This is an optimization exercise on Yosys and OpenROAD, whose aim is small area, a short achievable clock period and few clock cycles, not a production implementation. The RTL was checked by simulation tests, not by an equivalence proof against the original design. No activity file was given, so power comes from the tool's default toggle rates.

==> flow/design.v <==
module wpd_decomp (
    input  wire        clk,
    input  wire        rst,           
    input  wire        in_valid,
    input  wire [7:0]  in_data,
    output wire        in_ready,
    output wire        out_valid,
    output wire [7:0]  out_data,
    input  wire        out_ready,
    output wire        ctx_valid,
    output wire [31:0] ignored_count,
    output wire [1:0]  err_code
);
    localparam [1:0] S_HDR  = 2'd0;
    localparam [1:0] S_PASS = 2'd1;
    localparam [1:0] S_CB   = 2'd2;
    localparam [1:0] S_RUN  = 2'd3;
    reg  [7:0]  b1;         
    reg  [7:0]  b0;         
    reg  [1:0]  nb;         
    reg  [2:0]  o;          
    reg         in_rdy;
    reg  [1:0]  state;
    reg  [2:0]  cnt;        
    reg         is_accel;
    reg  [2:0]  sel;        
    reg  [3:0]  wq;         
    reg  [3:0]  fcnt;       
    reg  [1:0]  phase;      
    reg         drop;       
    reg  [7:0]  dq;         
    reg         dv;         
    reg         drot;       
    reg         duse;       
    reg  [7:0]  w0, w1, w2;
    reg         vld;
    reg         inc_q;      
    reg  [7:0]  ig0, ig1, ig2, ig3;
    reg         c1, c2, c3;
    reg  [1:0]  err;
    reg         ov;         
    reg  [7:0]  ob;
    reg         ov1;        
    reg  [7:0]  ob1;
    wire adv  = !ov1;
    wire go   = adv && (err == 2'd0);
    wire head_free = !ov || out_ready;
    wire in_fire   = in_valid && in_rdy;
    wire        have8 = (nb != 2'd0);
    wire [7:0]  xa    = b1;
    wire [15:0] wsh   = {b1, b0} << o;
    wire [7:0]  x8    = {wsh[15:10], 2'b00};    
    wire [7:0] w_next = (dv && drot) ? w1 : w0;
    reg  [7:0] dn;
    always @* begin
        case (sel)
            3'd0: begin dn = (x8[7:5] == 3'b100)   ? {w_next[7:2] == 6'b100000, 7'd0} : {{5{x8[7]}}, x8[7:5]}; end
            3'd1: begin dn = (x8[7:4] == 4'b1000)  ? {w_next[7:3] == 5'b10000, 7'd0}  : {{4{x8[7]}}, x8[7:4]}; end
            3'd2: begin dn = (x8[7:3] == 5'b10000) ? {w_next[7:4] == 4'b1000, 7'd0}   : {{3{x8[7]}}, x8[7:3]}; end
            3'd3: begin dn = (x8[7:2] == 6'b100000 && w_next[7]) ? 8'h80 : {{2{x8[7]}}, x8[7:2]}; end
            3'd4: begin dn = xa; end
            default: begin dn = 8'h00; end
        endcase
    end
    wire [2:0] cb_sel  = xa[6:4];
    wire       cb_top  = xa[7];
    wire [3:0] cb_fcm1 = xa[3:0];
    wire cb_still = (cb_sel == 3'd5) && cb_top;
    wire cb_lit   = (cb_sel == 3'd4);
    wire cb_bad   = cb_sel[2] && cb_sel != 3'd4 && !cb_still;
    wire cb_drop  = !cb_lit && !vld;
    reg  [4:0] skip_m1;
    always @* begin
        case ({sel[1:0], fcnt})
            6'd0: skip_m1 = 5'd1;
            6'd1: skip_m1 = 5'd2;
            6'd2: skip_m1 = 5'd3;
            6'd3: skip_m1 = 5'd4;
            6'd4: skip_m1 = 5'd5;
            6'd5: skip_m1 = 5'd6;
            6'd6: skip_m1 = 5'd7;
            6'd7: skip_m1 = 5'd8;
            6'd8: skip_m1 = 5'd10;
            6'd9: skip_m1 = 5'd11;
            6'd10: skip_m1 = 5'd12;
            6'd11: skip_m1 = 5'd13;
            6'd12: skip_m1 = 5'd14;
            6'd13: skip_m1 = 5'd15;
            6'd14: skip_m1 = 5'd16;
            6'd15: skip_m1 = 5'd17;
            6'd16: skip_m1 = 5'd1;
            6'd17: skip_m1 = 5'd2;
            6'd18: skip_m1 = 5'd4;
            6'd19: skip_m1 = 5'd5;
            6'd20: skip_m1 = 5'd7;
            6'd21: skip_m1 = 5'd8;
            6'd22: skip_m1 = 5'd10;
            6'd23: skip_m1 = 5'd11;
            6'd24: skip_m1 = 5'd13;
            6'd25: skip_m1 = 5'd14;
            6'd26: skip_m1 = 5'd16;
            6'd27: skip_m1 = 5'd17;
            6'd28: skip_m1 = 5'd19;
            6'd29: skip_m1 = 5'd20;
            6'd30: skip_m1 = 5'd22;
            6'd31: skip_m1 = 5'd23;
            6'd32: skip_m1 = 5'd1;
            6'd33: skip_m1 = 5'd3;
            6'd34: skip_m1 = 5'd5;
            6'd35: skip_m1 = 5'd7;
            6'd36: skip_m1 = 5'd9;
            6'd37: skip_m1 = 5'd11;
            6'd38: skip_m1 = 5'd13;
            6'd39: skip_m1 = 5'd14;
            6'd40: skip_m1 = 5'd16;
            6'd41: skip_m1 = 5'd18;
            6'd42: skip_m1 = 5'd20;
            6'd43: skip_m1 = 5'd22;
            6'd44: skip_m1 = 5'd24;
            6'd45: skip_m1 = 5'd26;
            6'd46: skip_m1 = 5'd28;
            6'd47: skip_m1 = 5'd29;
            6'd48: skip_m1 = 5'd2;
            6'd49: skip_m1 = 5'd4;
            6'd50: skip_m1 = 5'd6;
            6'd51: skip_m1 = 5'd8;
            6'd52: skip_m1 = 5'd11;
            6'd53: skip_m1 = 5'd13;
            6'd54: skip_m1 = 5'd15;
            6'd55: skip_m1 = 5'd17;
            6'd56: skip_m1 = 5'd20;
            6'd57: skip_m1 = 5'd22;
            6'd58: skip_m1 = 5'd24;
            6'd59: skip_m1 = 5'd26;
            6'd60: skip_m1 = 5'd29;
            6'd61: skip_m1 = 5'd31;
            6'd62: skip_m1 = 5'd1;
            6'd63: skip_m1 = 5'd3;
            default: skip_m1 = 5'd0;
        endcase
    end
    reg  cb_long;
    always @* begin
        case (cb_sel)
            3'd0: cb_long = 1'b0;
            3'd1: cb_long = cb_fcm1 >= 4'd12;
            3'd2: cb_long = cb_fcm1 >= 4'd9;
            3'd3: cb_long = cb_fcm1 >= 4'd8;
            default: cb_long = !cb_still && cb_fcm1 >= 4'd6;
        endcase
    end
    wire [4:0] tag = xa[4:0];
    reg  [2:0] hlen_m1;
    reg        hvalid;
    always @* begin
        hvalid = 1'b1;
        case (tag)
            5'd0: hlen_m1 = 3'd4;
            5'd1: hlen_m1 = 3'd3;
            5'd2: hlen_m1 = 3'd1;
            5'd3: hlen_m1 = {({1'b0, xa[7]} + {1'b0, xa[6]} + {1'b0, xa[5]}), 1'b0};
            5'd4: hlen_m1 = 3'd2;
            5'd5: hlen_m1 = 3'd1;
            5'd7: hlen_m1 = 3'd2;
            5'd8: hlen_m1 = 3'd1;
            default: begin hlen_m1 = 3'd0; hvalid = 1'b0; end
        endcase
    end
    wire take = (phase != 2'd0);
    wire last = drop ? (!phase[1] && {phase[0], fcnt} == 5'd0) : (phase == 2'd3) && (fcnt == 4'd0);
    wire [3:0] ow    = {1'b0, o} + wq;
    wire       rem   = (ow[2:0] != 3'd0);
    wire       haveW = (nb == 2'd2) || (nb == 2'd1 && (!ow[3] || !rem)) || (wq == 4'd0);
    wire       step  = drop ? (have8 && !phase[1]) : !take || haveW;
    wire       run_t = go && (state == S_RUN) && !drop && take && haveW;
    wire       sh1   = go && (state != S_RUN || drop) ? have8 && !(drop && phase[1] && state == S_RUN) : run_t && (ow[3] || (last && rem));
    wire       sh2   = run_t && last && ow[3] && rem;
    wire [2:0] o_next = (!run_t || last) ? (run_t ? 3'd0 : o) : ow[2:0];
    wire       af0   = (nb == 2'd0) || (nb == 2'd1 && sh1) || sh2;      
    wire       af1   = (nb == 2'd1 && !sh1) || (nb == 2'd2 && sh1 && !sh2);
    wire [1:0] nb_next = af0 ? {1'b0, in_fire} : af1 ? {in_fire, !in_fire} : 2'd2;
    wire       rdy_next = af0 || (af1 && !in_fire);
    reg set_err;
    always @* begin
        set_err = 1'b0;
        if (go && have8) begin
            if (state == S_HDR) set_err = (tag != 5'd6) && !hvalid;
            if (state == S_CB)  set_err = cb_long || cb_bad;
        end
    end
    wire [7:0] a    = duse ? w0 : 8'h00;
    wire [8:0] s    = {a[7], a} + {dq[7], dq};
    wire [7:0] newv = (s[8] && !s[7]) ? 8'h80 : (!s[8] && s[7]) ? 8'h7f : s[7:0];
    wire       push = adv && dv;
    assign in_ready      = in_rdy;
    assign out_valid     = ov;
    assign out_data      = ob;
    assign ctx_valid     = vld;
    assign ignored_count = {ig3, ig2, ig1, ig0};
    assign err_code      = err;
    always @(posedge clk) begin
        if (head_free)
            ob <= ov1 ? ob1 : newv;
        if (!ov1)
            ob1 <= newv;
        if (sh1 ? !af1 : nb == 2'd0)
            b1 <= in_data;
        else if (sh1)
            b1 <= b0;
        if (in_fire)
            b0 <= in_data;    
        if (go) begin
            case (state)
                S_HDR: begin
                    dq       <= xa;
                    drot     <= 1'b0;
                    duse     <= 1'b0;
                    is_accel <= (tag == 5'd1);
                    cnt      <= hlen_m1;
                end
                S_PASS: begin
                    dq   <= xa;
                    drot <= is_accel;
                    duse <= 1'b0;
                    if (have8)
                        cnt <= cnt - 3'd1;
                end
                S_CB: begin
                    dq    <= 8'h01;
                    drot  <= 1'b0;
                    duse  <= 1'b0;
                    sel   <= cb_still ? 3'd5 : cb_sel;
                    wq    <= cb_still ? 4'd0 : cb_sel[2] ? 4'd8 : {1'b0, cb_sel} + 4'd3;
                    fcnt  <= cb_fcm1;
                    drop  <= cb_drop;
                    phase <= cb_drop ? 2'd2 : 2'd1;
                end
                default: if (drop) begin
                    if (phase[1])
                        {phase, fcnt} <= {1'b0, skip_m1};
                    else if (have8)
                        {phase[0], fcnt} <= {phase[0], fcnt} - 5'd1;
                end else if (step) begin
                    dq   <= take ? dn : 8'h01;
                    drot <= take;
                    duse <= take && (!sel[2] || sel == 3'd5);
                    if (phase == 2'd3) begin
                        phase <= drop ? 2'd1 : 2'd0;
                        fcnt  <= fcnt - 4'd1;
                    end else
                        phase <= phase + 2'd1;
                end
            endcase
        end
    end
    always @(posedge clk) begin
        if (rst) begin
            nb      <= 2'd0;
            o       <= 3'd0;
            in_rdy  <= 1'b0;
            state   <= S_HDR;
            dv      <= 1'b0;
            w0      <= 8'd0;
            w1      <= 8'd0;
            w2      <= 8'd0;
            vld     <= 1'b0;
            inc_q   <= 1'b0;
            ig0     <= 8'd0;
            ig1     <= 8'd0;
            ig2     <= 8'd0;
            ig3     <= 8'd0;
            c1      <= 1'b0;
            c2      <= 1'b0;
            c3      <= 1'b0;
            err     <= 2'd0;
            ov      <= 1'b0;
            ov1     <= 1'b0;
        end else begin
            nb     <= nb_next;
            o      <= o_next;
            in_rdy <= (err == 2'd0) && !set_err && rdy_next;
            ov     <= ov1 || push || !head_free;
            ov1    <= !head_free && (ov1 || push);
            inc_q <= 1'b0;
            ig0 <= ig0 + {7'd0, inc_q};
            ig1 <= ig1 + {7'd0, c1};
            ig2 <= ig2 + {7'd0, c2};
            ig3 <= ig3 + {7'd0, c3};
            c1  <= inc_q && (ig0 == 8'hff);
            c2  <= c1 && (ig1 == 8'hff);
            c3  <= c2 && (ig2 == 8'hff);
            if (push && drot) begin
                w0 <= w1;
                w1 <= w2;
                w2 <= newv;
            end
            if (set_err)
                err <= (state == S_CB && !cb_long) ? 2'd2 : 2'd1;
            if (go) begin
                dv <= 1'b0;
                case (state)
                    S_HDR: if (have8 && hvalid && tag != 5'd6) begin
                        dv <= 1'b1;
                        if (tag == 5'd1)
                            vld <= 1'b1;
                        if (hlen_m1 != 3'd0)
                            state <= S_PASS;
                    end else if (have8 && tag == 5'd6)
                        state <= S_CB;
                    S_PASS: if (have8) begin
                        dv <= 1'b1;
                        if (cnt == 3'd1)
                            state <= S_HDR;
                    end
                    S_CB: if (have8 && !cb_long && !cb_bad) begin
                        if (cb_lit)
                            vld <= 1'b1;
                        inc_q <= cb_drop;
                        dv    <= !cb_drop;
                        state <= (cb_drop && cb_still) ? S_HDR : S_RUN;
                    end
                    default: if (step) begin
                        dv <= !drop;
                        if (last)
                            state <= S_HDR;
                    end
                endcase
            end
        end
    end
endmodule
==> flow/flow/run.sh <==
#!/bin/bash
# Standard layout with plain buffers on the ports, a smaller clock tree
# (8x clock buffers on larger sink clusters, no dummy loads), a denser core
# and timing repair aimed below the 10 ns clock period. ORFS writes each
# tool's full output under orfs/logs; make's output goes to standard.log.
set -euo pipefail
bash standard.sh \
  "BUFFER_PORTS_ARGS=-buffer_cell sky130_fd_sc_hd__buf_1" \
  "SETUP_SLACK_MARGIN=6.8" \
  "ABC_AREA=1" \
  "CORE_UTILIZATION=65" \
  "CTS_ARGS=-sink_clustering_enable -repair_clock_nets -dont_use_dummy_load -buf_list sky130_fd_sc_hd__clkbuf_8 -sink_clustering_size 40 -sink_clustering_max_diameter 80" \
  finish > standard.log 2>&1
==> flow/standard.sh <==
#!/bin/bash
# synth_recipe.tcl (not shown) runs the flow's synth.tcl, then flattens the netlist and writes it again
# the make line also repeats each setting of config.mk as NAME=value (left out here)
make -C /OpenROAD-flow-scripts/flow DESIGN_CONFIG=/design/flow/config.mk WORK_HOME=/design/flow/orfs CLKGATE_MAP_FILE= SYNTH_SCRIPT=/design/flow/synth_recipe.tcl "${@:-finish}"
==> flow/config.mk <==
export PLATFORM = sky130hd
export DESIGN_NAME = wpd_decomp
export DESIGN_NICKNAME = wpd_decomp
export VERILOG_FILES = /design/flow/design.v
export SDC_FILE = /design/flow/constraint.sdc
export NUM_CORES = 4
export LEC_CHECK = 0
export CAP_MARGIN = 20
export CORE_MARGIN = 2
export CORE_UTILIZATION = 40
export SLEW_MARGIN = 20
==> flow/constraint.sdc <==
create_clock -name core_clock -period 10.0 [get_ports {clk}]
set_input_delay 2.0000 -clock core_clock [delete_from_list [all_inputs] [get_ports {clk}]]
set_output_delay 2.0000 -clock core_clock [all_outputs]
set_load 0.01 [all_outputs]
==> results of run 1 <==
[worst max-delay path, cell delays in order]
cell	delay (ns)
buf_1	0.07
buf_4	0.36
clkinvlp_4	0.62
and3_1	0.39
[layout by cell type, fill, tap and decap left out, drive strengths merged, types with 13 or more instances in the layout]
cell / instances
nand3: 61
inv: 122
nor3: 19
o21ai: 91
o211ai: 13
clkbuf: 17
nand2: 226
buf: 58
dfxtp: 82
a21oi: 62
nor2: 121
ha: 44
edfxtp: 52
[where the power goes]
group	total (mW)	switching [mW]	internal, mW
registers	0.861	0.110	0.751
clock network	0.320	0.172	0.149
logic	0.879	0.600	0.279
[cells by family after synthesis]
logic type                 Yosys count  synth area share [%]
and+or+nand+nor                    445                  25.4
buffers and inverters              156                  8.43
xor gates and xnor gates            17                  1.94
adders and majority gates           47                  7.97
AOI/OAI and AO/OA                  194                  14.5
DFF                                134                  41.8
[stage by stage]
stage                     instance area [um^2]  hold slack [ns]  std cells
after global placement                    7890            0.444       1163
final                                     8130            0.460       1180
after CTS                                 8120            0.459       1180
after global routing                      8130            0.484       1180
after floorplan                           7660            0.418        993
after detailed placement                  7890            0.452       1163
[layout make-up]
| cell class | count | area share, % |
|---|---|---|
| multi-input cells | 703 | 46.9 |
| flip-flops and latches | 134 | 39.4 |
| repair buffers | 58 | 2.77 |
| clock buffers | 17 | 2.88 |
| inverters | 125 | 5.82 |
| well taps | 143 | 2.20 |
[final timing paths]
path	start	to	slack, ns	cells after the start
worst max-delay path	rst	err[0]$_SDFFE_PP0P_	6.88	4
worst min-delay path	w2[7]$_SDFFE_PP0P_	w1[7]$_SDFFE_PP0P_	0.46	2
worst max register to register	o[0]$_SDFFE_PP0P_	dq[6]$_DFFE_PP_	7.14	9
worst min register to register	w2[7]$_SDFFE_PP0P_	w1[7]$_SDFFE_PP0P_	0.46	2
[routing by layer]
metal | vias up | part of all wire [%] | wire length [um] | GRT usage, %
met1 | 2946 | 48 | 8130 | 38.3
met4 | 0 | 2.2 | 371 | 10.1
met5 | - | 0 | 0 | 0
met2 | 192 | 44 | 7550 | 43.4
li1 | 3361 | - | - | -
met3 | 30 | 6.2 | 1060 | 6.53
==> impl_metrics.py, run 1 <==
metrics = {
    "detailed_routing": {
        "drc": 0,
        "wirelength_mm": 17.1,
        "num_vias": 6529,
        "drtAntennaViolNets": 0,
        "dr.pass1.iters": 5,
        "routed_via_density": 5.53,
        "wl_per_cell_um": 14.5,
        "drt-initial-drc-count": 604,
    },
    "grt": {
        "overflow": 0,
        "track_usage_pct": 27.9,
        "grt_pass1_wl_mm": 28.4,
        "grt_max_degree": 40,
        "antenna_found_initial": 0,
        "first_global_vias": 6001,
    },
    "status": {
        "status": "complete, no violations",
    },
    "synthesis": {
        "ys_warn_count": 1,
        "ys_ff_latch": 134,
        "yosys.cell_count.top_type": "nand2_1",
        "synth_common_cells": "213 x nand2_1, 117 x inv_1, 113 x nor2_1",
        "ys.flop_type": "dfxtp_1",
        "synth_edf_count": 52,
        "synth.distinct_cells": 49,
        "yosysSeqAreaShare_pct": 41.8,
        "post_synth.cell_area_avg_um2": 7.72,
        "async_flop_share_pct": 0,
        "netlist_area_um2": 7660,
        "synth.net_count": 1052,
        "synth_area_leaders": "dfxtp_1 21%, edfxtp_1 20%, nand2_1 10%",
        "synth_top_area_share_pct": 21.4,
        "postSynthCellCount": 993,
        "synth.largest_area_cell": "dfxtp_1",
    },
    "cts": {
        "cts_htree_levels": 4,
        "path_clk_slew_ns": 0.07,
        "cts_root_buf": "clkbuf_8",
        "postCtsSetupBuffers": 0,
        "tritoncts": "yes",
        "clkLatencyLatePin_ns": 0.46,
        "numCtsBuffers": 17,
        "cts_hold_buf": 0,
        "cts_resized": 0,
        "clock-sinks": 134,
        "clockBufferDepth": 2,
    },
    "timing": {
        "setup_slack_ns": 6.88,
        "slew-limit-headroom_pct": 44.7,
        "timing.final.crit_period_ns": 3.12,
        "setup_viol": 0,
        "clock_skew_ns": 0.0357,
        "fin_setup_tns_ns": 0,
        "tightest_slew_ns": 0.827,
        "slew_viol_final": 0,
        "post-route-period-util_pct": 31.2,
        "hold_viol_final": 0,
        "rsz0062_at_grt": "true",
        "fmax_mhz": 320,
    },
    "worst_setup_path": {
        "path_class": "in -> reg",
        "critPathMaxFanout": 39,
        "critPathLaunchType": "input pin",
        "required_ns": 10.33,
        "cp_data_arrival_time_ns": 3.45,
        "end_kind": "flop",
    },
    "run": {
        "drv_cap": 0,
    },
    "final_layout": {
        "multi_input_area_um2": 3810,
        "diodes": 0,
        "drive_gt1_share_pct": 6.17,
        "fill_cells": 988,
        "syn_to_final_growth_pct": 6.09,
        "register_area_um2": 3200,
        "layout.nets": 1098,
        "utilization_pct": 70.9,
    },
    "die": {
        "dieArea_um2": 12700,
        "core-area_um2": 11500,
        "rows": 39,
        "dieHeight_um": 113,
        "start_util_pct": 66.8,
        "io_pins": 57,
        "die_w_um": 113,
    },
    "power_and_ir_drop": {
        "p_leak_nw": 3.52,
        "peakVddDrop_uv": 179,
        "power_mw": 2.06,
        "powerDensity_nw_per_um2": 254,
    },
    "place": {
        "hpwl_mm": 12.9,
        "dp_worst_setup_slack_ns": 6.37,
        "gp_congestion": 0.951,
        "numPortBuffers": 56,
    },
    "worst_hold_path": {
        "hold_path_class": "reg -> reg",
    },
}
Testbench counts, summed over its fixed seeds: cycles 89,618.
==> inputs of run 2 (changes only) <==
--- a/flow/flow/run.sh
+++ b/flow/flow/run.sh
@@ -8,3 +8,3 @@
   "BUFFER_PORTS_ARGS=-buffer_cell sky130_fd_sc_hd__buf_1" \
-  "SETUP_SLACK_MARGIN=6.8" \
+  "SETUP_SLACK_MARGIN=7" \
   "ABC_AREA=1" \
==> impl_metrics.py, run 2 <==
metrics = {
    "place": {
        "numPortBuffers": 56,
        "place_inst": 1163,
        "gp_congestion": 0.951,
        "hpwl_mm": 12.9,
    },
    "die": {
        "dieArea_um2": 12700,
        "die_w_um": 113,
        "dieHeight_um": 113,
        "start_util_pct": 66.8,
        "core-area_um2": 11500,
        "rows": 39,
        "io_pins": 57,
    },
    "final_layout": {
        "utilization_pct": 71.8,
        "syn_to_final_growth_pct": 7.43,
        "drive_gt1_share_pct": 12.3,
        "layout.nets": 1100,
        "final_common_cell": "nand2_1",
        "diodes": 0,
        "multi_input_area_um2": 3820,
        "final_cells": 1182,
        "mostFrequentLayoutCells": "213 x nand2_1, 116 x inv_1, 113 x nor2_1",
        "register_area_um2": 3240,
        "fill_cells": 964,
    },
    "cts": {
        "clock-sinks": 134,
        "clkLatencyLatePin_ns": 0.46,
        "cts_root_buf": "clkbuf_8",
        "cts_htree_levels": 4,
        "path_clk_slew_ns": 0.09,
        "numCtsBuffers": 17,
        "tritoncts": "yes",
        "cts_hold_buf": 0,
        "clockBufferDepth": 2,
    },
    "timing": {
        "slew_viol_final": 0,
        "timing.final.crit_period_ns": 2.98,
        "post-route-period-util_pct": 29.8,
        "slew-limit-headroom_pct": 42.3,
        "fin_setup_tns_ns": 0,
        "rsz0062_at_grt": "true",
        "hold_viol_final": 0,
        "tightest_slew_ns": 0.863,
        "clock_skew_ns": 0.0339,
        "fmax_mhz": 336,
        "holdWs_ns": 0.456,
        "setup_viol": 0,
    },
    "synthesis": {
        "synth.largest_area_cell": "dfxtp_1",
        "synth_area_leaders": "dfxtp_1 21%, edfxtp_1 20%, nand2_1 10%",
        "ys_ff_latch": 134,
        "synth_fa_ha_area_share_pct": 7.97,
        "netlist_area_um2": 7660,
        "synth_simple_gate_area_share_pct": 25.4,
        "synth.net_count": 1052,
        "synth_compound_area_share_pct": 14.5,
        "post_synth.cell_area_avg_um2": 7.72,
        "ys_warn_count": 1,
        "yosysSeqAreaShare_pct": 41.8,
        "synthMuxAreaShare_pct": 0,
        "synth_edf_count": 52,
        "synth_common_cells": "213 x nand2_1, 117 x inv_1, 113 x nor2_1",
        "async_flop_share_pct": 0,
        "yosys.area_share.xor_xnor_pct": 1.94,
        "ys.flop_type": "dfxtp_1",
        "synth_top_area_share_pct": 21.4,
        "synth_top_family_by_area": "simple AND/OR/NAND/NOR gates",
        "synth.distinct_cells": 49,
        "postSynthCellCount": 993,
        "yosys.cell_count.top_type": "nand2_1",
    },
    "worst_setup_path": {
        "critPathLaunchType": "flop",
        "required_ns": 8.00,
        "path_class": "reg -> out",
        "critPathMaxFanout": 1,
        "cp.buffers_inverters": 1,
        "cpMaxStageDelayCell": "edfxtp_1",
        "cp_data_arrival_time_ns": 0.98,
        "end_kind": "primary output",
        "max_stage_delay_ns": 0.38,
        "critPathTopFamily": "flip-flops",
        "cp_cell_sequence": "clkbuf_2",
    },
    "detailed_routing": {
        "drtAntennaViolNets": 0,
        "drt-initial-drc-count": 558,
        "routed_via_density": 5.54,
        "num_vias": 6543,
        "drc": 0,
        "wl_per_cell_um": 14.6,
        "dr.pass1.iters": 5,
        "wirelength_mm": 17.3,
    },
    "power_and_ir_drop": {
        "switching_share_pct": 42.7,
        "power_switching_uw": 883,
        "comb_power_share_pct": 42.9,
        "power_frac_seq_pct": 41.7,
        "peakVddDrop_uv": 179,
        "power_mw": 2.07,
        "p_int_mw": 1.18,
        "p_leak_nw": 3.68,
        "pwr-share-clk_pct": 15.5,
        "powerDensity_nw_per_um2": 251,
    },
    "run": {
        "drv_cap": 0,
    },
    "grt": {
        "antenna_found_initial": 0,
        "grt_max_degree": 37,
        "first_global_vias": 6018,
        "overflow": 0,
        "grt_pass1_wl_mm": 28.6,
        "track_usage_pct": 28.2,
    },
    "worst_hold_path": {
        "hold_path_class": "reg -> reg",
    },
    "status": {
        "status": "complete, no violations",
    },
}
[run 2: cell count changes in the layout (fill, tap and decap cells not counted), sizes merged]
cell,change
clkbuf,+25
buf,-24
clkinvlp,+1
[run 2: final cells by class]
type,count,area share (%)
repair inverters,1,0.0912
flip-flops and latches,134,39.4
multi-input cells,703,46.4
repair buffers,59,3.39
clock buffers,17,2.84
inverters,125,5.75
well taps,143,2.17
[run 2: cells by family (layout without fill, tap and decap cells)]
| family | after synthesis | in the layout |
|---|---|---|
| and+or+nand+nor | 445 | 445 |
| AOI/OAI and AO/OA | 194 | 194 |
| buffers and inverters | 156 | 202 |
| DFF | 134 | 134 |
| adders and majority gates | 47 | 47 |
| xor gates and xnor gates | 17 | 17 |
[run 2: metal layers]
metal / up-vias / track usage [%] / wire length [um]
li1: 3373 / - / -
met1: 2930 / 38.6 / 7950
met2: 202 / 44.2 / 7740
met3: 38 / 6.43 / 1150
met4: 0 / 10.1 / 423
met5: - / 0 / 0
[run 2: worst paths after layout]
path,cells after the start,slack (ns),start,endpoint
setup / recovery,1,7.02,ob[5]$_DFFE_PN_,out_data[5]
hold / removal,1,0.46,ig1[5]$_SDFF_PP0_,ig1[5]$_SDFF_PP0_
setup reg to reg,4,7.26,state[0]$_SDFFE_PP0P_,sel[1]$_SDFFCE_PP0P_
hold reg to reg,1,0.46,ig1[5]$_SDFF_PP0_,ig1[5]$_SDFF_PP0_
[run 2: what timing repair did]
action,4_1_cts,5_1_grt
endpoints found under the setup margin,66,43
hold endpoints to repair,0,0
buffers inserted,0,1
gates cloned,1,0
gates resized for setup,21,46
[run 2: power by group through the flow]
stage               clock (mW)  combinational [mW]  sequential (mW)
floorplan                    0               0.688            0.827
global placement             0               0.852            0.869
detailed placement           0               0.862            0.870
CTS                      0.327               0.869            0.860
global route             0.346                1.00            0.874
finish                   0.320               0.886            0.861
[run 2: stage by stage]
step                      instance area (um^2)  worst slack, ns
after global routing                      8230             6.97
final                                     8230             7.02
after floorplan                           7660             7.10
after CTS                                 8160             7.00
after global placement                    7890             6.41
after detailed placement                  7890             6.37
==> inputs of run 3 (changes only) <==
--- a/flow/design.v
+++ b/flow/design.v
@@ -71,72 +71,14 @@
     wire cb_drop  = !cb_lit && !vld;
-    reg  [4:0] skip_m1;
+    wire [4:0] cb_fc = {1'b0, fcnt} + 5'd1;
+    reg  [7:0] cb_bits;
     always @* begin
-        case ({sel[1:0], fcnt})
-            6'd0: skip_m1 = 5'd1;
-            6'd1: skip_m1 = 5'd2;
-            6'd2: skip_m1 = 5'd3;
-            6'd3: skip_m1 = 5'd4;
-            6'd4: skip_m1 = 5'd5;
-            6'd5: skip_m1 = 5'd6;
-            6'd6: skip_m1 = 5'd7;
-            6'd7: skip_m1 = 5'd8;
-            6'd8: skip_m1 = 5'd10;
-            6'd9: skip_m1 = 5'd11;
-            6'd10: skip_m1 = 5'd12;
-            6'd11: skip_m1 = 5'd13;
-            6'd12: skip_m1 = 5'd14;
-            6'd13: skip_m1 = 5'd15;
-            6'd14: skip_m1 = 5'd16;
-            6'd15: skip_m1 = 5'd17;
-            6'd16: skip_m1 = 5'd1;
-            6'd17: skip_m1 = 5'd2;
-            6'd18: skip_m1 = 5'd4;
-            6'd19: skip_m1 = 5'd5;
-            6'd20: skip_m1 = 5'd7;
-            6'd21: skip_m1 = 5'd8;
-            6'd22: skip_m1 = 5'd10;
-            6'd23: skip_m1 = 5'd11;
-            6'd24: skip_m1 = 5'd13;
-            6'd25: skip_m1 = 5'd14;
-            6'd26: skip_m1 = 5'd16;
-            6'd27: skip_m1 = 5'd17;
-            6'd28: skip_m1 = 5'd19;
-            6'd29: skip_m1 = 5'd20;
-            6'd30: skip_m1 = 5'd22;
-            6'd31: skip_m1 = 5'd23;
-            6'd32: skip_m1 = 5'd1;
-            6'd33: skip_m1 = 5'd3;
-            6'd34: skip_m1 = 5'd5;
-            6'd35: skip_m1 = 5'd7;
-            6'd36: skip_m1 = 5'd9;
-            6'd37: skip_m1 = 5'd11;
-            6'd38: skip_m1 = 5'd13;
-            6'd39: skip_m1 = 5'd14;
-            6'd40: skip_m1 = 5'd16;
-            6'd41: skip_m1 = 5'd18;
-            6'd42: skip_m1 = 5'd20;
-            6'd43: skip_m1 = 5'd22;
-            6'd44: skip_m1 = 5'd24;
-            6'd45: skip_m1 = 5'd26;
-            6'd46: skip_m1 = 5'd28;
-            6'd47: skip_m1 = 5'd29;
-            6'd48: skip_m1 = 5'd2;
-            6'd49: skip_m1 = 5'd4;
-            6'd50: skip_m1 = 5'd6;
-            6'd51: skip_m1 = 5'd8;
-            6'd52: skip_m1 = 5'd11;
-            6'd53: skip_m1 = 5'd13;
-            6'd54: skip_m1 = 5'd15;
-            6'd55: skip_m1 = 5'd17;
-            6'd56: skip_m1 = 5'd20;
-            6'd57: skip_m1 = 5'd22;
-            6'd58: skip_m1 = 5'd24;
-            6'd59: skip_m1 = 5'd26;
-            6'd60: skip_m1 = 5'd29;
-            6'd61: skip_m1 = 5'd31;
-            6'd62: skip_m1 = 5'd1;
-            6'd63: skip_m1 = 5'd3;
-            default: skip_m1 = 5'd0;
+        case (sel[1:0])
+            2'd0: cb_bits = {cb_fc, 3'b000} + {3'b000, cb_fc};           
+            2'd1: cb_bits = {cb_fc, 3'b000} + {1'b0, cb_fc, 2'b00};      
+            2'd2: cb_bits = {cb_fc[3:0], 4'b0000} - {3'b000, cb_fc};     
+            default: cb_bits = {cb_fc[3:0], 4'b0000} + {2'b00, cb_fc, 1'b0};   
         endcase
     end
+    wire [7:0] cb_bm1  = cb_bits - 8'd1;
+    wire [4:0] skip_m1 = cb_bm1[7:3];
     reg  cb_long;
--- a/flow/flow/run.sh
+++ b/flow/flow/run.sh
@@ -8,3 +8,3 @@
   "BUFFER_PORTS_ARGS=-buffer_cell sky130_fd_sc_hd__buf_1" \
-  "SETUP_SLACK_MARGIN=7" \
+  "SETUP_SLACK_MARGIN=6.8" \
   "ABC_AREA=1" \
==> impl_metrics.py, run 3 <==
metrics = {
    "grt": {
        "overflow": 0,
        "antenna_found_initial": 0,
        "track_usage_pct": 28.0,
        "first_global_vias": 6290,
        "grt_pass1_wl_mm": 29.3,
        "grt_max_degree": 40,
    },
    "detailed_routing": {
        "drtAntennaViolNets": 0,
        "dr.pass1.iters": 5,
        "routed_via_density": 5.58,
        "drc": 0,
        "wl_per_cell_um": 13.8,
        "wirelength_mm": 17.7,
        "num_vias": 7161,
        "drt-initial-drc-count": 662,
    },
    "timing": {
        "rsz0062_at_grt": "true",
        "setup_viol": 0,
        "fin_setup_tns_ns": 0,
        "slew-limit-headroom_pct": 43.5,
        "fmax_mhz": 322,
        "tightest_slew_ns": 0.845,
        "timing.final.crit_period_ns": 3.11,
        "post-route-period-util_pct": 31.1,
        "slew_viol_final": 0,
        "clock_skew_ns": 0.0221,
        "hold_viol_final": 0,
    },
    "synthesis": {
        "synth.largest_area_cell": "dfxtp_1",
        "synth_fa_ha_area_share_pct": 7.66,
        "post_synth.cell_area_avg_um2": 7.32,
        "synth_common_cells": "238 x nand2_1, 143 x inv_1, 124 x nor2_1",
        "ys.flop_type": "dfxtp_1",
        "synthMuxAreaShare_pct": 0,
        "synth_simple_gate_area_share_pct": 27.7,
        "ys_ff_latch": 134,
        "netlist_area_um2": 7910,
        "synth_top_family_by_area": "simple AND/OR/NAND/NOR gates",
        "synth.net_count": 1139,
        "yosysSeqAreaShare_pct": 40.5,
        "synth_edf_count": 52,
        "synth_top_area_share_pct": 20.8,
        "yosys.area_share.xor_xnor_pct": 1.22,
        "synth_compound_area_share_pct": 13.7,
        "yosys.cell_count.top_type": "nand2_1",
        "postSynthCellCount": 1081,
        "async_flop_share_pct": 0,
        "synth_area_leaders": "dfxtp_1 21%, edfxtp_1 20%, nand2_1 11%",
        "synth.distinct_cells": 47,
        "ys_warn_count": 1,
    },
    "worst_setup_path": {
        "path_common_cell": "nand2_1",
        "cp_cell_sequence": "ha_1 -> nand2_2 -> inv_2 -> nor2_1 -> ha_1 -> a21oi_1 -> nand3b_1 -> nand3_1 -> nand2_1 -> nor2_1 -> nand4_1 -> nand2_1 -> nand2_1 -> nand2_1 -> nand2_1 -> nand2_1 -> nand2_1",
        "cp.buffers_inverters": 1,
        "path_class": "reg -> reg",
        "r2r_end": "phase[0]$_DFFE_PP_",
        "end_kind": "flop",
        "r2r_cells": 17,
        "max_stage_delay_ns": 0.45,
        "timing.rr.start": "fcnt[0]$_DFFE_PP_",
        "required_ns": 10.19,
        "critPathLaunchType": "flop",
        "cpMaxStageDelayCell": "edfxtp_1",
        "critPathMaxFanout": 5,
        "rrSetupSlack_ns": 6.89,
        "critPathTopFamily": "simple AND/OR/NAND/NOR gates",
        "cp_data_arrival_time_ns": 3.30,
    },
    "power_and_ir_drop": {
        "p_int_mw": 1.23,
        "power_frac_seq_pct": 39.3,
        "power_switching_uw": 954,
        "p_leak_nw": 3.83,
        "comb_power_share_pct": 46.1,
        "peakVddDrop_uv": 175,
        "power_mw": 2.18,
        "pwr-share-clk_pct": 14.6,
        "powerDensity_nw_per_um2": 257,
        "switching_share_pct": 43.7,
    },
    "worst_hold_path": {
        "hold_end": "c3$_SDFF_PP0_",
        "hold_path_class": "reg -> reg",
        "min_from": "c2$_SDFF_PP0_",
        "whs_path_depth": 2,
    },
    "die": {
        "core-area_um2": 12000,
        "dieArea_um2": 13100,
        "rows": 40,
        "dieHeight_um": 114,
        "io_pins": 57,
        "start_util_pct": 66.1,
        "die_w_um": 114,
    },
    "final_layout": {
        "layout.nets": 1197,
        "mostFrequentLayoutCells": "237 x nand2_1, 143 x inv_1, 124 x nor2_1",
        "register_area_um2": 3210,
        "multi_input_area_um2": 3990,
        "finalInstanceArea_um2": 8510,
        "drive_gt1_share_pct": 7.04,
        "diodes": 0,
        "fill_cells": 1055,
        "syn_to_final_growth_pct": 7.58,
        "final_common_cell": "nand2_1",
    },
    "cts": {
        "clock-sinks": 134,
        "tritoncts": "yes",
        "cts_root_buf": "clkbuf_8",
        "clockBufferDepth": 2,
        "cts_hold_buf": 0,
        "clkLatencyLatePin_ns": 0.44,
        "path_clk_slew_ns": 0.08,
        "cts_htree_levels": 4,
        "numCtsBuffers": 17,
    },
    "place": {
        "gp_congestion": 0.928,
        "hpwl_mm": 13.2,
        "numPortBuffers": 56,
        "place_area_um2": 8180,
    },
    "status": {
        "status": "complete, no violations",
    },
    "run": {
        "drv_cap": 0,
    },
}
## run 3: tightest hold or removal path, cell delays in order, from the launching register on
cell,delay [ns]
dfxtp_1,0.32
nand4_1,0.09
nor2_1,0.04
## run 3: how the worst max path moves through the flow
stage	startpoint	endpoint	slack, ns	depth (start not counted)
after detailed placement	rst	w1[1]$_SDFFE_PP0P_	6.38	5
after global routing	fcnt[0]$_DFFE_PP_	phase[0]$_DFFE_PP_	6.65	17
after floorplan	rst	w0[3]$_SDFFE_PP0P_	7.02	6
after CTS	rst	w1[6]$_SDFFE_PP0P_	6.83	5
final	fcnt[0]$_DFFE_PP_	phase[0]$_DFFE_PP_	6.89	17
after global placement	rst	c2$_SDFF_PP0_	6.38	5
## run 3: kinds of logic after synthesis
group,Yosys count
buffers and inverters,185
and+or+nand+nor,507
adders and majority gates,46
xor gates and xnor gates,11
AOI/OAI and AO/OA,198
DFF,134
## run 3: area by class of cell
type | instances | share of cell area (%)
clock buffers | 17 | 2.75
multi-input cells | 762 | 46.9
repair buffers | 66 | 3.44
flip-flops and latches | 134 | 37.7
inverters | 158 | 7.03
well taps | 147 | 2.16
## run 3: timing repair
item,4_1_cts,5_1_grt
gates resized for setup,1,7
endpoints found under the setup margin,21,23
setup buffers,4,3
## run 3: per-stage QoR
stage / hold WS, ns / utilization (%) / setup WS, ns / instances
final: 0.459 / 71.1 / 6.89 / 1284
after global routing: 0.469 / 71.1 / 6.65 / 1284
after CTS: 0.460 / 70.6 / 6.83 / 1280
after detailed placement: 0.442 / 68.4 / 6.38 / 1259
after global placement: 0.435 / 68.4 / 6.38 / 1259
after floorplan: 0.418 / - / 7.02 / 1081
## run 3: metal layers
metal  routed length, um  share of wire (%)  global-route usage, %
met1                7840                 44                   37.0
met2                8300                 47                   46.8
met3                1160                6.6                   4.66
met4                 379                2.1                   10.0
met5                   0                  0                      0
## run 3: power by group through the flow
stage	clock (mW)	combinational (mW)	sequential, mW
3_3_place_gp	0	0.951	0.870
2_1_floorplan	0	0.761	0.839
4_1_cts	0.324	0.981	0.859
3_5_place_dp	0	0.964	0.873
5_1_grt	0.342	1.15	0.875
6_report	0.318	1.01	0.858
Testbench counts of run 3, summed over its fixed seeds: cycles 89,618.
==> inputs of run 4 (changes only) <==
--- a/flow/design.v
+++ b/flow/design.v
@@ -71,6 +71,6 @@
     wire cb_drop  = !cb_lit && !vld;
-    wire [4:0] cb_fc = {1'b0, fcnt} + 5'd1;
+    wire [4:0] cb_fc = {1'b0, cb_fcm1} + 5'd1;
     reg  [7:0] cb_bits;
     always @* begin
-        case (sel[1:0])
+        case (cb_sel[1:0])
             2'd0: cb_bits = {cb_fc, 3'b000} + {3'b000, cb_fc};           
@@ -111,3 +111,3 @@
     wire take = (phase != 2'd0);
-    wire last = drop ? (!phase[1] && {phase[0], fcnt} == 5'd0) : (phase == 2'd3) && (fcnt == 4'd0);
+    wire last = drop ? ({phase[0], fcnt} == 5'd0) : (phase == 2'd3) && (fcnt == 4'd0);
     wire [3:0] ow    = {1'b0, o} + wq;
@@ -115,5 +115,5 @@
     wire       haveW = (nb == 2'd2) || (nb == 2'd1 && (!ow[3] || !rem)) || (wq == 4'd0);
-    wire       step  = drop ? (have8 && !phase[1]) : !take || haveW;
+    wire       step  = drop ? have8 : !take || haveW;
     wire       run_t = go && (state == S_RUN) && !drop && take && haveW;
-    wire       sh1   = go && (state != S_RUN || drop) ? have8 && !(drop && phase[1] && state == S_RUN) : run_t && (ow[3] || (last && rem));
+    wire       sh1   = go && (state != S_RUN || drop) ? have8 : run_t && (ow[3] || (last && rem));
     wire       sh2   = run_t && last && ow[3] && rem;
@@ -175,10 +175,8 @@
                     wq    <= cb_still ? 4'd0 : cb_sel[2] ? 4'd8 : {1'b0, cb_sel} + 4'd3;
-                    fcnt  <= cb_fcm1;
+                    fcnt  <= cb_drop ? skip_m1[3:0] : cb_fcm1;
                     drop  <= cb_drop;
-                    phase <= cb_drop ? 2'd2 : 2'd1;
+                    phase <= cb_drop ? {1'b0, skip_m1[4]} : 2'd1;
                 end
                 default: if (drop) begin
-                    if (phase[1])
-                        {phase, fcnt} <= {1'b0, skip_m1};
-                    else if (have8)
+                    if (have8)
                         {phase[0], fcnt} <= {phase[0], fcnt} - 5'd1;
==> impl_metrics.py, run 4 <==
metrics = {
    "detailed_routing": {
        "routed_via_density": 5.46,
        "drt-initial-drc-count": 493,
        "drtAntennaViolNets": 0,
        "dr.pass1.iters": 5,
        "wirelength_mm": 18.2,
        "wl_per_cell_um": 13.9,
        "num_vias": 7175,
        "drc": 0,
    },
    "die": {
        "die_w_um": 116,
        "dieArea_um2": 13500,
        "rows": 40,
        "start_util_pct": 67.4,
        "io_pins": 57,
        "core-area_um2": 12100,
        "dieHeight_um": 116,
    },
    "grt": {
        "track_usage_pct": 28.1,
        "overflow": 0,
        "grt_max_degree": 43,
        "antenna_found_initial": 0,
        "first_global_vias": 6538,
        "grt_pass1_wl_mm": 29.9,
    },
    "synthesis": {
        "synth_area_leaders": "dfxtp_1 20%, edfxtp_1 19%, nand2_1 10%",
        "synth_simple_gate_area_share_pct": 28.1,
        "ys_ff_latch": 134,
        "synth_edf_count": 52,
        "post_synth.cell_area_avg_um2": 7.54,
        "synth.largest_area_cell": "dfxtp_1",
        "synth_common_cells": "227 x nand2_1, 134 x inv_1, 116 x nor2_1",
        "netlist_area_um2": 8160,
        "synth_top_area_share_pct": 20.1,
        "ys_warn_count": 1,
        "synth_compound_area_share_pct": 13.7,
        "yosysSeqAreaShare_pct": 39.3,
        "synthMuxAreaShare_pct": 0,
        "synth_fa_ha_area_share_pct": 8.34,
        "yosys.cell_count.top_type": "nand2_1",
        "synth_top_family_by_area": "simple AND/OR/NAND/NOR gates",
        "synth.distinct_cells": 56,
        "synth.net_count": 1146,
        "postSynthCellCount": 1082,
        "async_flop_share_pct": 0,
        "yosys.area_share.xor_xnor_pct": 1.50,
        "ys.flop_type": "dfxtp_1",
    },
    "worst_setup_path": {
        "critPathTopFamily": "flip-flops",
        "end_kind": "primary output",
        "critPathMaxFanout": 5,
        "cpMaxStageDelayCell": "dfxtp_1",
        "r2r_cells": 22,
        "path_depth": 1,
        "cp_cell_sequence": "buf_1",
        "path_class": "reg -> out",
        "max_stage_delay_ns": 0.41,
        "required_ns": 8.00,
        "cp.buffers_inverters": 1,
        "cp_data_arrival_time_ns": 1.02,
        "critPathLaunchType": "flop",
    },
    "power_and_ir_drop": {
        "peakVddDrop_uv": 163,
        "comb_power_share_pct": 48.8,
        "power_frac_seq_pct": 36.6,
        "p_int_mw": 1.25,
        "pwr-share-clk_pct": 14.6,
        "p_leak_nw": 4.00,
        "power_mw": 2.22,
        "switching_share_pct": 43.8,
        "power_switching_uw": 972,
        "powerDensity_nw_per_um2": 252,
    },
    "timing": {
        "slew-limit-headroom_pct": 54.3,
        "clock_skew_ns": 0.0300,
        "timing.final.crit_period_ns": 3.02,
        "hold_viol_final": 0,
        "tightest_slew_ns": 0.683,
        "setup_viol": 0,
        "rsz0062_at_grt": "true",
        "slew_viol_final": 0,
        "post-route-period-util_pct": 30.2,
        "fmax_mhz": 331,
        "fin_setup_tns_ns": 0,
    },
    "final_layout": {
        "syn_to_final_growth_pct": 7.93,
        "drive_gt1_share_pct": 11.0,
        "layout.nets": 1211,
        "mostFrequentLayoutCells": "226 x nand2_1, 133 x inv_1, 115 x nor2_1",
        "utilization_pct": 72.7,
        "final_cells": 1313,
        "final_common_cell": "nand2_1",
        "diodes": 0,
        "finalInstanceArea_um2": 8810,
    },
    "cts": {
        "clkLatencyLatePin_ns": 0.43,
        "tritoncts": "yes",
        "numCtsBuffers": 17,
        "clockBufferDepth": 2,
        "path_clk_slew_ns": 0.07,
        "clock-sinks": 134,
        "cts_htree_levels": 4,
        "cts_root_buf": "clkbuf_8",
    },
    "place": {
        "gp_congestion": 0.950,
        "numPortBuffers": 56,
        "place_inst": 1280,
        "place_area_um2": 8420,
        "hpwl_mm": 13.6,
    },
    "worst_hold_path": {
        "whs_path_depth": 2,
        "hold_path_class": "reg -> reg",
    },
    "status": {
        "status": "complete, no violations",
    },
    "run": {
        "drv_cap": 0,
    },
}
run 4: layer usage:
layer | wire length, um | global-route usage [%] | vias up
met2 | 8770 | 47.8 | 199
met3 | 857 | 4.81 | 42
met4 | 506 | 11.2 | 0
met1 | 8060 | 35.7 | 3265
li1 | - | - | 3669
met5 | 0 | 0 | -
run 4: final timing paths:
| path | start | endpoint | slack, ns |
|---|---|---|---|
| min reg2reg | w2[2]$_SDFFE_PP0P_ | w1[2]$_SDFFE_PP0P_ | 0.45 |
| max | ig2[6]$_SDFF_PP0_ | ignored_count[22] | 6.98 |
| max reg2reg | b1[0]$_DFFE_PP_ | phase[0]$_DFFE_PP_ | 6.98 |
| min | w2[2]$_SDFFE_PP0P_ | w1[2]$_SDFFE_PP0P_ | 0.45 |
run 4: power by group through the flow:
stage	Combinational (mW)	Sequential, mW	Clock, mW
2_1_floorplan	0.812	0.803	0
3_5_place_dp	1.00	0.847	0
3_3_place_gp	0.983	0.843	0
5_1_grt	1.23	0.826	0.346
4_1_cts	1.03	0.827	0.327
6_report	1.08	0.813	0.323
run 4: cell families after synthesis:
group | count (synthesis)
xor+xnor | 14
buf+inv | 180
compound gates | 196
fa+ha+maj | 52
flops | 134
simple gates | 506
run 4: repair_timing:
item	CTS	global route
endpoints found under the hold margin	0	0
gates cloned	0	1
buffers inserted	4	11
resized for setup	2	10
endpoints found under the setup margin	12	37
hold buffers	0	0
run 4: cell type report:
type	count	area [um^2]
clock buffers	17	234
fillers	1051	3310
inverters	152	582
multi-input cells	768	4220
flip-flops and latches	134	3210
well taps	168	210
repair buffers	73	342
repair inverters	1	7.51
run 4: metrics by stage:
stage / worst slack [ns] / hold slack (ns)
2_1_floorplan: 7.09 / 0.430
3_3_place_gp: 6.38 / 0.446
3_5_place_dp: 6.31 / 0.452
4_1_cts: 6.78 / 0.450
5_1_grt: 6.74 / 0.481
6_report: 6.98 / 0.447
Testbench counts of run 4, summed over its fixed seeds: cycles 89,590.
==> inputs of run 5 (changes only) <==
--- a/flow/design.v
+++ b/flow/design.v
@@ -71,14 +71,2 @@
     wire cb_drop  = !cb_lit && !vld;
-    wire [4:0] cb_fc = {1'b0, cb_fcm1} + 5'd1;
-    reg  [7:0] cb_bits;
-    always @* begin
-        case (cb_sel[1:0])
-            2'd0: cb_bits = {cb_fc, 3'b000} + {3'b000, cb_fc};           
-            2'd1: cb_bits = {cb_fc, 3'b000} + {1'b0, cb_fc, 2'b00};      
-            2'd2: cb_bits = {cb_fc[3:0], 4'b0000} - {3'b000, cb_fc};     
-            default: cb_bits = {cb_fc[3:0], 4'b0000} + {2'b00, cb_fc, 1'b0};   
-        endcase
-    end
-    wire [7:0] cb_bm1  = cb_bits - 8'd1;
-    wire [4:0] skip_m1 = cb_bm1[7:3];
     reg  cb_long;
@@ -111,3 +99,3 @@
     wire take = (phase != 2'd0);
-    wire last = drop ? ({phase[0], fcnt} == 5'd0) : (phase == 2'd3) && (fcnt == 4'd0);
+    wire last = (phase == 2'd3) && (fcnt == 4'd0);
     wire [3:0] ow    = {1'b0, o} + wq;
@@ -115,5 +103,5 @@
     wire       haveW = (nb == 2'd2) || (nb == 2'd1 && (!ow[3] || !rem)) || (wq == 4'd0);
-    wire       step  = drop ? have8 : !take || haveW;
-    wire       run_t = go && (state == S_RUN) && !drop && take && haveW;
-    wire       sh1   = go && (state != S_RUN || drop) ? have8 : run_t && (ow[3] || (last && rem));
+    wire       step  = !take || haveW;
+    wire       run_t = go && (state == S_RUN) && take && haveW;
+    wire       sh1   = go && (state != S_RUN) ? have8 : run_t && (ow[3] || (last && rem));
     wire       sh2   = run_t && last && ow[3] && rem;
@@ -175,10 +163,7 @@
                     wq    <= cb_still ? 4'd0 : cb_sel[2] ? 4'd8 : {1'b0, cb_sel} + 4'd3;
-                    fcnt  <= cb_drop ? skip_m1[3:0] : cb_fcm1;
+                    fcnt  <= cb_fcm1;
                     drop  <= cb_drop;
-                    phase <= cb_drop ? {1'b0, skip_m1[4]} : 2'd1;
-                end
-                default: if (drop) begin
-                    if (have8)
-                        {phase[0], fcnt} <= {phase[0], fcnt} - 5'd1;
-                end else if (step) begin
+                    phase <= 2'd1;
+                end
+                default: if (step) begin
                     dq   <= take ? dn : 8'h01;
--- a/flow/flow/run.sh
+++ b/flow/flow/run.sh
@@ -8,4 +8,3 @@
   "BUFFER_PORTS_ARGS=-buffer_cell sky130_fd_sc_hd__buf_1" \
-  "SETUP_SLACK_MARGIN=6.8" \
-  "ABC_AREA=1" \
+  "SETUP_SLACK_MARGIN=7" \
   "CORE_UTILIZATION=65" \
==> impl_metrics.py, run 5 <==
metrics = {
    "status": {
        "status": "complete, no violations",
    },
    "run": {
        "drv_cap": 0,
    },
    "final_layout": {
        "final_common_cell": "nand2_1",
        "final_cells": 944,
        "fill_cells": 797,
        "drive_gt1_share_pct": 18.0,
        "finalInstanceArea_um2": 8100,
        "mostFrequentLayoutCells": "70 x nand2_1, 68 x nor2_1, 52 x a21oi_1, 52 x edfxtp_1, 49 x dfxtp_1",
        "layout.nets": 857,
        "syn_to_final_growth_pct": 9.67,
        "diodes": 0,
    },
    "detailed_routing": {
        "drtAntennaViolNets": 0,
        "drc": 0,
        "wl_per_cell_um": 17.8,
        "drt-initial-drc-count": 478,
        "num_vias": 5931,
        "routed_via_density": 6.28,
        "wirelength_mm": 16.8,
        "dr.pass1.iters": 5,
    },
    "cts": {
        "path_clk_slew_ns": 0.07,
        "cts_root_buf": "clkbuf_8",
        "cts_htree_levels": 4,
        "clockBufferDepth": 2,
        "clkLatencyLatePin_ns": 0.44,
        "clock-sinks": 134,
        "tritoncts": "yes",
        "cts_hold_buf": 0,
        "numCtsBuffers": 17,
    },
    "grt": {
        "track_usage_pct": 27.4,
        "overflow": 0,
        "first_global_vias": 5650,
        "grt_pass1_wl_mm": 27.2,
        "antenna_found_initial": 0,
        "grt_max_degree": 79,
    },
    "die": {
        "die_w_um": 111,
        "core-area_um2": 11000,
        "rows": 38,
        "dieHeight_um": 111,
        "start_util_pct": 67.2,
        "dieArea_um2": 12200,
        "io_pins": 57,
    },
    "worst_hold_path": {
        "whs_path_depth": 2,
        "min_from": "w1[0]$_SDFFE_PP0P_",
        "hold_path_class": "reg -> reg",
        "hold_end": "w0[0]$_SDFFE_PP0P_",
    },
    "power_and_ir_drop": {
        "p_leak_nw": 3.16,
        "power_mw": 1.74,
        "powerDensity_nw_per_um2": 214,
        "peakVddDrop_uv": 140,
    },
    "worst_setup_path": {
        "cpMaxStageDelayCell": "dfxtp_2",
        "critPathLaunchType": "flop",
        "max_stage_delay_ns": 0.37,
        "path_class": "reg -> out",
        "cp_cell_sequence": "buf_1",
        "r2r_cells": 9,
        "cp_data_arrival_time_ns": 0.96,
        "cp.buffers_inverters": 1,
        "r2r_end": "b1[2]$_DFFE_PP_",
        "rrSetupSlack_ns": 7.10,
        "end_kind": "primary output",
        "required_ns": 8.00,
        "critPathTopFamily": "flip-flops",
        "timing.rr.start": "wq[0]$_SDFFCE_PP0P_",
        "critPathMaxFanout": 5,
    },
    "synthesis": {
        "post_synth.cell_area_avg_um2": 9.76,
        "synth_compound_area_share_pct": 15.2,
        "postSynthCellCount": 757,
        "synth_top_family_by_area": "simple AND/OR/NAND/NOR gates",
        "synth_edf_count": 52,
        "synth_area_leaders": "dfxtp_1 22%, edfxtp_1 21%, ha_1 6.1%",
        "synth.largest_area_cell": "dfxtp_1",
        "ys.flop_type": "dfxtp_1",
        "synth_common_cells": "82 x dfxtp_1, 70 x nand2_1, 68 x nor2_1",
        "ys_ff_latch": 134,
        "synth_fa_ha_area_share_pct": 6.91,
        "netlist_area_um2": 7380,
        "synth_simple_gate_area_share_pct": 19.6,
        "synthMuxAreaShare_pct": 7.83,
        "ys_warn_count": 1,
        "synth.distinct_cells": 79,
        "synth_top_area_share_pct": 22.2,
        "yosys.cell_count.top_type": "dfxtp_1",
        "async_flop_share_pct": 0,
        "yosysSeqAreaShare_pct": 43.4,
        "synth.net_count": 808,
        "yosys.area_share.xor_xnor_pct": 3.44,
    },
    "place": {
        "gp_congestion": 0.915,
        "place_area_um2": 7620,
        "numPortBuffers": 56,
        "hpwl_mm": 11.9,
        "dp_worst_setup_slack_ns": 6.37,
        "place_inst": 915,
    },
    "timing": {
        "slew_viol_final": 0,
        "clock_skew_ns": 0.0183,
        "fin_setup_tns_ns": 0,
        "slew-limit-headroom_pct": 34.4,
        "timing.final.crit_period_ns": 2.96,
        "fmax_mhz": 338,
        "tightest_slew_ns": 0.981,
        "setup_slack_ns": 7.04,
        "setup_viol": 0,
        "rsz0062_at_grt": "true",
        "hold_viol_final": 0,
        "post-route-period-util_pct": 29.6,
    },
}
==> run 5: cell types whose count changed after synthesis, moves of 15 or more <==
cell,delta
inv_1,-108
inv_2,-15
nor2b_1,+20
nand2_1,-157
mux2i_1,+21
nand3_1,-50
o21ai_0,-42
nand2_2,-24
nor2_1,-48
a21oi_1,-22
==> run 5: power breakdown <==
| part | switching (mW) | total, mW | internal, mW | leakage [nW] |
|---|---|---|---|---|
| Combinational | 0.375 | 0.608 | 0.234 | 1.83 |
| Sequential | 0.0968 | 0.804 | 0.707 | 1.21 |
| Clock | 0.173 | 0.323 | 0.149 | 0.122 |
| Total | 0.645 | 1.73 | 1.09 | 3.16 |
==> run 5: worst max path at each step <==
stage	startpoint	end	cells after the start
floorplan	wq[0]$_SDFFCE_PP0P_	b1[7]$_DFFE_PP_	8
global placement	o[1]$_SDFFE_PP0P_	dq[1]$_DFFE_PP_	7
detailed placement	o[1]$_SDFFE_PP0P_	fcnt[0]$_DFFE_PP_	7
CTS	ig1[5]$_SDFF_PP0_	ignored_count[13]	1
global route	duse$_SDFFCE_PN0P_	ob[4]$_DFFE_PN_	9
finish	ig1[2]$_SDFF_PP0_	ignored_count[10]	1
==> run 5: logic make-up (layout without fill, tap and decap cells) <==
group                      Yosys count  after routing
adders and majority gates           39             39
and+or+nand+nor                    281            281
muxes                               42             42
buffers and inverters               67            114
xor gates and xnor gates            29             29
DFF                                134            134
AOI/OAI and AO/OA                  165            165
==> run 5: area by class of cell <==
class / count / area [um^2] / area share (%)
clock buffer: 17 / 234 / 2.89
inverter: 27 / 101 / 1.25
multi-input combinational: 556 / 3960 / 48.9
sequential: 134 / 3260 / 40.3
tap: 140 / 175 / 2.16
timing repair buffer: 70 / 368 / 4.54
==> run 5: metrics by stage <==
stage          hold slack [ns]  utilization, %
3_5_place_dp             0.446            69.4
4_1_cts                  0.454            72.4
5_1_grt                  0.475            73.7
2_1_floorplan            0.431               -
3_3_place_gp             0.437            69.4
6_report                 0.454            73.7
==> run 5: tightest hold or removal path, cell delays in order, from the launching register on <==
cell,delay (ns)
dfxtp_1,0.31
nand2_1,0.05
a21oi_1,0.05
==> run 5: repair_timing <==
| item | CTS | global route |
|---|---|---|
| setup buffers | 3 | 9 |
| setup endpoints to repair | 56 | 63 |
| pin swaps | 2 | 3 |
| gates resized for setup | 39 | 45 |
==> run 5: per-layer routing <==
layer	GRT usage (%)	wire, um	vias up
met3	7.08	1020	40
met4	10.8	429	0
met5	0	0	-
met1	33.5	7030	2818
met2	46.4	8350	232
li1	-	-	2841
Testbench counts of run 5, summed over its fixed seeds: cycles 89,846.
==> inputs of run 6 (changes only) <==
--- a/flow/flow/run.sh
+++ b/flow/flow/run.sh
@@ -9,2 +9,3 @@
   "SETUP_SLACK_MARGIN=7" \
+  "ABC_AREA=1" \
   "CORE_UTILIZATION=65" \
==> impl_metrics.py, run 6 <==
metrics = {
    "timing": {
        "post-route-period-util_pct": 29.7,
        "tightest_slew_ns": 0.847,
        "setup_viol": 0,
        "fin_setup_tns_ns": 0,
        "rsz0062_at_grt": "true",
        "hold_viol_final": 0,
        "setup_slack_ns": 7.03,
        "slew-limit-headroom_pct": 43.3,
        "slew_viol_final": 0,
        "timing.final.crit_period_ns": 2.97,
        "clock_skew_ns": 0.0293,
        "fmax_mhz": 336,
    },
    "place": {
        "dp_worst_setup_slack_ns": 6.39,
        "hpwl_mm": 11.8,
        "gp_congestion": 0.964,
        "place_area_um2": 7550,
        "numPortBuffers": 56,
        "place_inst": 1095,
    },
    "detailed_routing": {
        "num_vias": 6107,
        "wirelength_mm": 16.3,
        "wl_met3_um": 723,
        "drc": 0,
        "dr.pass1.iters": 6,
        "drt-initial-drc-count": 561,
        "wl_per_cell_um": 14.6,
        "dr.max_layer_used": "met4",
        "drtAntennaViolNets": 0,
        "routed_via_density": 5.47,
        "wl_met1_mm": 6.95,
        "wl_met2_mm": 8.30,
    },
    "grt": {
        "first_global_vias": 5785,
        "track_usage_pct": 28.1,
        "overflow": 0,
        "grt_max_degree": 37,
        "grt_pass1_wl_mm": 26.2,
        "antenna_found_initial": 0,
    },
    "final_layout": {
        "finalInstanceArea_um2": 7930,
        "diodes": 0,
        "mostFrequentLayoutCells": "186 x nand2_1, 117 x nor2_1, 110 x inv_1",
        "final_cells": 1117,
        "syn_to_final_growth_pct": 7.74,
        "final_common_cell": "nand2_1",
        "utilization_pct": 72.5,
        "layout.nets": 1030,
        "drive_gt1_share_pct": 15.8,
    },
    "synthesis": {
        "synth.net_count": 979,
        "ys_warn_count": 1,
        "ys_ff_latch": 134,
        "postSynthCellCount": 928,
        "yosys.cell_count.top_type": "nand2_1",
        "post_synth.cell_area_avg_um2": 7.93,
        "synth_common_cells": "186 x nand2_1, 117 x nor2_1, 112 x inv_1",
        "synth_area_leaders": "dfxtp_1 22%, edfxtp_1 21%, nand2_1 9.5%",
        "synth_top_area_share_pct": 22.3,
        "ys.flop_type": "dfxtp_1",
        "synth.largest_area_cell": "dfxtp_1",
        "synth_edf_count": 52,
        "synth.distinct_cells": 48,
        "async_flop_share_pct": 0,
        "yosysSeqAreaShare_pct": 43.5,
        "netlist_area_um2": 7360,
    },
    "die": {
        "dieHeight_um": 110,
        "die_w_um": 110,
        "rows": 38,
        "core-area_um2": 10900,
        "dieArea_um2": 12200,
        "start_util_pct": 67.3,
        "io_pins": 57,
    },
    "cts": {
        "clockBufferDepth": 2,
        "numCtsBuffers": 17,
        "tritoncts": "yes",
        "clock-sinks": 134,
        "cts_htree_levels": 4,
        "path_clk_slew_ns": 0.08,
        "cts_root_buf": "clkbuf_8",
        "clkLatencyLatePin_ns": 0.46,
    },
    "worst_setup_path": {
        "cpMaxStageDelayCell": "edfxtp_1",
        "end_kind": "primary output",
        "cp_data_arrival_time_ns": 0.97,
        "cp_cell_sequence": "clkbuf_2",
        "critPathLaunchType": "flop",
        "critPathMaxFanout": 1,
        "critPathTopFamily": "flip-flops",
        "cp.buffers_inverters": 1,
        "required_ns": 8.00,
        "max_stage_delay_ns": 0.38,
        "path_class": "reg -> out",
    },
    "worst_hold_path": {
        "hold_path_class": "reg -> reg",
    },
    "power_and_ir_drop": {
        "peakVddDrop_uv": 178,
        "p_leak_nw": 3.53,
        "powerDensity_nw_per_um2": 240,
    },
    "run": {
        "drv_cap": 0,
    },
    "status": {
        "status": "complete, no violations",
    },
}
## run 6: changes by cell type in the layout (fill, tap and decap cells not counted), moves of 19 or more
cell     previous run  this run
mux2i_1            21         2
inv_1              26       110
nor2_1             68       117
nand2_1            70       186
o21ai_0            23        56
nand3_1            22        50
nor2b_1            20         0
## run 6: logic make-up (layout without fill, tap and decap cells)
kind of cell | count (synthesis) | count (layout) | share of synthesized area (%)
AND/OR/NAND/NOR | 421 | 421 | 25.7
AO/OA/AOI/OAI | 160 | 160 | 12.4
buffers and inverters | 156 | 205 | 9.22
flip-flops | 134 | 134 | 43.5
adder cells (fa/ha/maj) | 39 | 39 | 6.94
XOR/XNOR | 16 | 16 | 1.90
multiplexers | 2 | 2 | 0.272
## run 6: worst paths after layout
check / slack, ns / depth (start not counted) / end / from
setup / recovery: 7.03 / 1 / out_data[3] / ob[3]$_DFFE_PN_
hold / removal: 0.46 / 2 / w1[0]$_SDFFE_PP0P_ / w2[0]$_SDFFE_PP0P_
setup reg to reg: 7.21 / 12 / ob[6]$_DFFE_PN_ / duse$_SDFFCE_PN0P_
hold reg to reg: 0.46 / 2 / w1[0]$_SDFFE_PP0P_ / w2[0]$_SDFFE_PP0P_
## run 6: per-stage QoR
step	power, mW	hold WS (ns)
after CTS	1.89	0.463
after floorplan	1.39	0.424
after detailed placement	1.56	0.450
after global placement	1.54	0.442
final	1.90	0.458
after global routing	2.04	0.479
## run 6: worst min-delay path, cell delays in order (launching register included)
cell	delay (ns)
dfxtp_1	0.32
inv_1	0.05
a21oi_1	0.05
## run 6: metal layers
layer  vias up  track usage (%)
li1       3119                -
met1      2793             33.1
met2       163             49.5
met3        32             6.35
met4         0             11.3
met5         -                0
## run 6: timing repair
item                                    CTS  global route
buffers inserted                          0             3
endpoints found under the hold margin     0             0
gates resized for setup                  33            44
hold buffers                              0             0
cloned                                    1             1
endpoints found under the setup margin   72            51
## run 6: cell type report
class,instances,area (um^2)
Clock buffer,17,234
Timing Repair Buffer,61,307
Tap cell,140,175
Inverter,125,474
Sequential cell,134,3250
Fill cell,874,3010
Timing Repair inverter,2,12.5
Multi-Input combinational cell,638,3480
## run 6: power breakdown
group	internal, mW	leakage [nW]	switching [mW]
clock network	0.149	0.122	0.182
registers	0.735	1.20	0.0950
logic	0.236	2.21	0.507

[what the ideal ports hide]
The flow's constraints put no driver on any port. The routed layouts listed below were extracted and timed again, unchanged, in two steps. Step 1 sets driving cells, clkbuf_16 on the clock port and buf_2 on the other inputs (assumed; they add their load-dependent delay and slew). Step 2 adds t to the input delays and takes it off the output delays; t is the mean of the earliest and latest rising clock arrival at the registers after step 1. Input paths then give back, and output paths get back, about the clock's delay inside the block. Slacks: ideal ports / drivers / drivers and shift; pairs: ideal ports / drivers.
run	t, ns	setup slack, ns	worst setup path at the end	worst register clock-pin slew, ns
run 1	0.473	6.878 / 6.892 / 6.419	input to register	0.09 / 0.09
run 2	0.478	7.025 / 6.990 / 6.648	input to register	0.09 / 0.09
run 3	0.461	6.893 / 6.893 / 6.725	input to register	0.08 / 0.08
run 4	0.459	6.976 / 6.937 / 6.690	input to register	0.08 / 0.08
run 5	0.473	7.041 / 7.002 / 6.684	input to register	0.07 / 0.07
run 6	0.482	7.027 / 6.991 / 6.582	input to register	0.08 / 0.08
After both steps setup and hold are still met in every run listed. For run 1, which loses most, drivers alone change the setup slack by +0.014 ns; drivers and shift together by -0.459 ns.
